Background: an optimization exercise with open tools, aiming at small area, a short achievable clock period and few clock cycles. Do not read the settings as production practice.
Only simulation tests tie the RTL to the original design; equivalence was not proved.
Power is estimated from default activity; no workload was simulated.

==> inputs of build 38 <==
## frame_codec
module frame_codec (
    input  wire       clk,
    input  wire       rst,
    input  wire       enc_valid,
    input  wire [7:0] enc_data,
    output wire       enc_ready,
    output wire       tx_valid,
    output wire [7:0] tx_data,
    output wire       tx_last,
    input  wire       tx_ready,
    input  wire       rx_valid,
    input  wire [7:0] rx_data,
    input  wire       rx_last,
    output wire       rx_ready,
    output wire       body_valid,
    output wire [7:0] body_data,
    input  wire       body_ready,
    output wire       res_valid,
    output wire [2:0] res_cause,
    input  wire       res_ready
);
export LEC_CHECK = 0
export ABC_AREA = 1
export ABC_CLOCK_PERIOD_IN_PS = 2000
export CAP_MARGIN = 20
export CORE_MARGIN = 2
export CORE_UTILIZATION = 40
export SETUP_SLACK_MARGIN = 2.35
export SLEW_MARGIN = 20
export TNS_END_PERCENT = 0
export BUFFER_PORTS_ARGS = -buffer_cell sky130_fd_sc_hd__buf_1
export CTS_ARGS = -sink_clustering_enable -repair_clock_nets -buf_list sky130_fd_sc_hd__clkbuf_8 -dont_use_dummy_load
create_clock -name core_clock -period 4.0 [get_ports {clk}]
standard.sh (not shown) runs the stock make flow with config.mk's settings and CLKGATE_MAP_FILE= SYNTH_SCRIPT=/design/flow/synth_recipe.tcl, a recipe that flattens the netlist after the stock synthesis.
==> flow/flow/run.sh <==
#!/bin/bash
# Standard ORFS layout with three changes:
#  - synthesis is the standard flow's own script, except that the ABC mapping step runs
#    flow/deep.abc (deeper AIG optimisation, area mapping) in place of
#    abc_area.script; registers are mapped before ABC and are untouched,
#  - the port buffers are inserted as small buf_1 cells (the resizer still
#    upsizes any that timing needs),
#  - clock tree synthesis with clkbuf_8 and no dummy loads.
# Each tool's log is under orfs/logs; make's output is in standard.log.
set -euo pipefail
cat >> config.mk <<'CFG'
export BUFFER_PORTS_ARGS = -buffer_cell sky130_fd_sc_hd__buf_1
export CTS_ARGS = -sink_clustering_enable -repair_clock_nets -buf_list sky130_fd_sc_hd__clkbuf_8 -dont_use_dummy_load
CFG
export MY_ABC_SCRIPT="$PWD/flow/deep.abc"
{
  cat <<'TCL'
proc abc {args} {
  set i [lsearch -exact $args -script]
  if {$i >= 0} { set args [lreplace $args [expr {$i+1}] [expr {$i+1}] $::env(MY_ABC_SCRIPT)] }
  yosys abc {*}$args
}
TCL
  cat synth_recipe.tcl
} > my_synth.tcl
sed "s|SYNTH_SCRIPT=[^ ]*synth_recipe.tcl|SYNTH_SCRIPT=$PWD/my_synth.tcl|" standard.sh > my_standard.sh
grep -q "SYNTH_SCRIPT=$PWD/my_synth.tcl" my_standard.sh
bash my_standard.sh > standard.log 2>&1
==> flow/flow/deep.abc <==
strash
&get -n
&deepsyn -T 60
&put
dch -f
map -a
topo
stime -c
buffer -c
upsize -c
dnsize -c
==> inputs of build 79, as changes to build 38 <==
--- a/flow/design.v
+++ b/flow/design.v
@@ -1,14 +1,13 @@
 module crc16_serial (
     input  wire [15:0] crc,
     input  wire [7:0]  din,
-    input  wire        feed,
     output wire [15:0] nxt
 );
-    wire [7:0] x0 = (crc[15:8] ^ din) & {8{feed}};
+    wire [7:0] x0 = crc[15:8] ^ din;
     wire [7:0] x  = x0 ^ {4'h0, x0[7:4]};
     assign nxt = {crc[7:0], 8'h00} ^ {x[3:0], 12'h000} ^ {3'b000, x, 5'b00000} ^ {8'h00, x};
 endmodule
 module frame_encoder (
     input  wire       clk,
     input  wire       rst,
     input  wire       in_valid,
@@ -32,15 +31,15 @@
     reg         pend;        
     reg         pb;          
     reg  [15:0] crc;
     wire [15:0] crc_nxt;
     reg         sk_valid;
     reg  [7:0]  sk_data;
     reg         sk_last;
-    crc16_serial u_crc (.crc(crc), .din(in_data), .feed(body_state && !rst), .nxt(crc_nxt));
+    crc16_serial u_crc (.crc(crc), .din(in_data), .nxt(crc_nxt));
     wire body_state = (state == E_OP) || (state == E_LEN) || (state == E_PAY);
     wire room       = !sk_valid;
     wire   take     = in_valid && in_ready;
     wire res_in = (in_data[7:2]  == 6'b011111) && (in_data[1]  ^ in_data[0]);
     wire res_lo = (crc[7:2]      == 6'b011111) && (crc[1]      ^ crc[0]);
     wire res_hi = (crc[15:10]    == 6'b011111) && (crc[9]      ^ crc[8]);
     wire       crcl  = (state == E_CRCL);
@@ -51,25 +50,27 @@
                        crch                ? crc[15:8] : in_data;
     wire       esc   = !pend && (crcl ? res_lo : crch ? res_hi : (body_state && res_in));
     wire [7:0] g_data  = {src[7:2], src[1] && !esc, src[0] || esc};
     wire       g_valid = pend || crcl || crch || in_valid;
     wire       g_last  = pend ? (state == E_START) : (crch && !res_hi);
     wire make = room && g_valid;
     always @(posedge clk) begin
-        if (take || rst || (state == E_START) || (crch && make && !pend))
+        if (state == E_START)
+            crc <= 16'h0000;
+        else if (take)
             crc <= crc_nxt;
     end
     always @(posedge clk) begin
         if (take) begin
             if (state == E_LEN) remain <= in_data;
             else                remain <= remain - 8'd1;
         end
     end
     always @(posedge clk) begin
-        if (!pend)
+        if (room && !pend)
             pb <= (state == E_CRCL) ? crc[0] : (state == E_CRCH) ? crc[8] : in_data[0];
     end
     always @(posedge clk) begin
         if (!tx_valid || tx_ready) begin
             tx_data <= sk_valid ? sk_data : g_data;
             tx_last <= sk_valid ? sk_last : g_last;
         end
@@ -166,16 +167,15 @@
     reg         lo_ok;       
     reg  [15:0] crc;
     wire [15:0] crc_nxt;
     reg         bs_valid;
     reg  [7:0]  bs_data;
     reg         rs_valid;
     reg  [2:0]  rs_cause;
-    wire crc_feed;
-    crc16_serial u_crc (.crc(crc), .din(rx_data), .feed(crc_feed), .nxt(crc_nxt));
+    crc16_serial u_crc (.crc(crc), .din(rx_data), .nxt(crc_nxt));
     wire   take     = rx_valid && rx_ready;
     wire in_frame   = (dph == D_OP) || (dph == D_LEN) || (dph == D_PAY) ||
                       (dph == D_CRCL) || (dph == D_CRCH);
     wire body_ph    = (dph == D_OP) || (dph == D_LEN) || (dph == D_PAY);
     wire is_esc     = (rx_data == ESC);
     wire is_content = in_frame && (escf || !is_esc);
     wire is_body    = body_ph && (escf || !is_esc);
@@ -193,18 +193,18 @@
         D_DONE:  dph_nxt = D_ELEN;
         default: ;
         endcase
     end
     wire [2:0] cause_nxt = dph_nxt[3] ? dph_nxt[2:0] : C_TRUNC;
     wire push_b = take && is_body;
     wire push_r = take && rx_last;
-    wire crc_shift = rst || (take && (rx_last || (dph == D_START)));
-    assign crc_feed = !rst && !rx_last && (dph != D_START);
-    always @(posedge clk) begin
-        if (push_b || crc_shift)
+    always @(posedge clk) begin
+        if (dph == D_START)
+            crc <= 16'h0000;
+        else if (push_b)
             crc <= crc_nxt;
     end
     always @(posedge clk) begin
         if (take && is_content) begin
             if (dph == D_LEN) remain <= rx_data;
             else              remain <= remain - 8'd1;
             lo_ok <= (crc[7:0] == rx_data);
@@ -230,22 +230,21 @@
             bs_valid   <= bs_valid_n;
             res_valid  <= rs_valid || push_r || (res_valid && !res_ready);
             rs_valid   <= rs_valid_n;
             rx_ready   <= !bs_valid_n && !rs_valid_n;
         end
     end
     always @(posedge clk) begin
-        if (take)
+        if (rst) begin
+            dph  <= D_START;
+            escf <= 1'b0;
+        end else if (take) begin
             escf <= in_frame && !escf && is_esc;
-    end
-    always @(posedge clk) begin
-        if (rst)
-            dph <= D_START;
-        else if (take)
-            dph <= rx_last ? D_START : dph_nxt;
+            dph  <= rx_last ? D_START : dph_nxt;
+        end
     end
 endmodule
 module frame_codec (
     input  wire       clk,
     input  wire       rst,
     input  wire       enc_valid,
     input  wire [7:0] enc_data,
==> flow/flow/deep.abc (replaced) <==
strash
&get -n
&deepsyn -T 60
&put
dch
map -B 0.9
topo
stime -c
buffer -c
upsize -c
dnsize -c
==> notes <==
- Build 38 produced a clean layout. Build 79 finished with timing, DRC and antenna clean.
- Of build 79 and build 38, build 79 has the higher clock power (gap about 3%, measured against build 38).
- In build 38 the setup slack is worse than in build 79, by 180 ps.
- In build 38 the combinational power is larger than in build 79, by about 30%.
- In build 38 the sequential power is higher than in build 79, by about 18%.
- In flip-flop and latch count, build 38 and build 79 do not differ.
- Between build 79 and build 38, the lower non-clock buffer count is in build 79 (gap 2).
- Between build 79 and build 38, the lower design area is in build 38 (gap 7.3%, measured against build 38).
- Between build 79 and build 38, the lower synthesized cell count is in build 38 (gap 31%, measured against build 38).
- Between build 79 and build 38, the lower routed wire length is in build 38 (gap 21%, measured against build 38).
- First-iteration DRC count: build 79 is larger than build 38 (13%).
- Between build 79 and build 38, the lower clock skew is in build 38 (gap 8.0 ps).
==> figures <==
Utilization of the core after routing: build 79 0.467; build 38 0.478
Power in sequential cells: build 79 1240 uW; build 38 1460 uW
Launch point of the critical path: build 79 u_enc.tx_data[6]; build 38 rx_data[5]
Power density over the cells: build 79 349 mW/mm^2; build 38 428 mW/mm^2
Power Clock: build 79 545 uW; build 38 528 uW
Core Area: build 79 0.0132 mm^2; build 38 0.0120 mm^2
Met1 global-route usage: build 79 0.272; build 38 0.233
Area used by multi-input combinational logic: build 79 0.00262 mm^2; build 38 0.00196 mm^2
VDD IR max: build 79 141 uV; build 38 297 uV
Switching part of the total power: build 79 0.291; build 38 0.291
Internal Power: build 79 1520 uW; build 38 1740 uW
Result of the run: build 79 no timing/DRC/antenna violations; build 38 no timing/DRC/antenna violations
Reg clk slew, reported paths: build 79 120 ps; build 38 100 ps
Largest class: build 79 multi-input combinational cells; build 38 registers
Net Count, Synth: build 79 661; build 38 513
Leading cell type in the layout, fill and taps excluded: build 79 sky130_fd_sc_hd__nand2_1; build 38 sky130_fd_sc_hd__edfxtp_1
CP Capture Point: build 79 tx_data[6]; build 38 u_dec.res_cause[2]
Cell count after synthesis: build 79 632; build 38 484
Floorplan die area: build 79 0.0144 mm^2; build 38 0.0132 mm^2
Standard-cell row count: build 79 42; build 38 40
Routed WL per cell: build 79 15.3 um; build 38 15.8 um
Detailed placement HPWL: build 79 9510 um; build 38 8060 um
Synth Area per Inst: build 79 8.50 um^2; build 38 10.1 um^2
Testbench counts of build 38, summed over its fixed seeds: cycles 4,443.
Testbench counts of build 79, summed over its fixed seeds: cycles 4,443.

afterwards: timing with drivers on the ports:
The flow's constraints put no driver on any port. The routed layouts listed below were extracted and timed again, unchanged, in two steps.
Step 1 (the two cells are an assumption about what drives the block):
set clk [get_ports {clk}]
set_driving_cell -lib_cell sky130_fd_sc_hd__clkbuf_16 $clk
set_driving_cell -lib_cell sky130_fd_sc_hd__buf_2 [delete_from_list [all_inputs] $clk]
Step 2 moves the port delays by t, midway between the first and last clock arrival at a register: inputs arrive t later, outputs are due t later. That takes back most of the time a late clock gives input paths.
Slacks: ideal / step 1 / step 2; pairs: ideal / step 1.
run	t, ns	setup slack, ns	worst data-port slew with drivers (ns)
build 38	0.400	2.101 / 2.109 / 1.709	0.05
build 79	0.410	2.278 / 2.240 / 1.883	0.04
After both steps setup and hold are still met in every run listed. For build 79, which loses most, drivers alone change the setup slack by -0.038 ns; drivers and shift together by -0.395 ns.
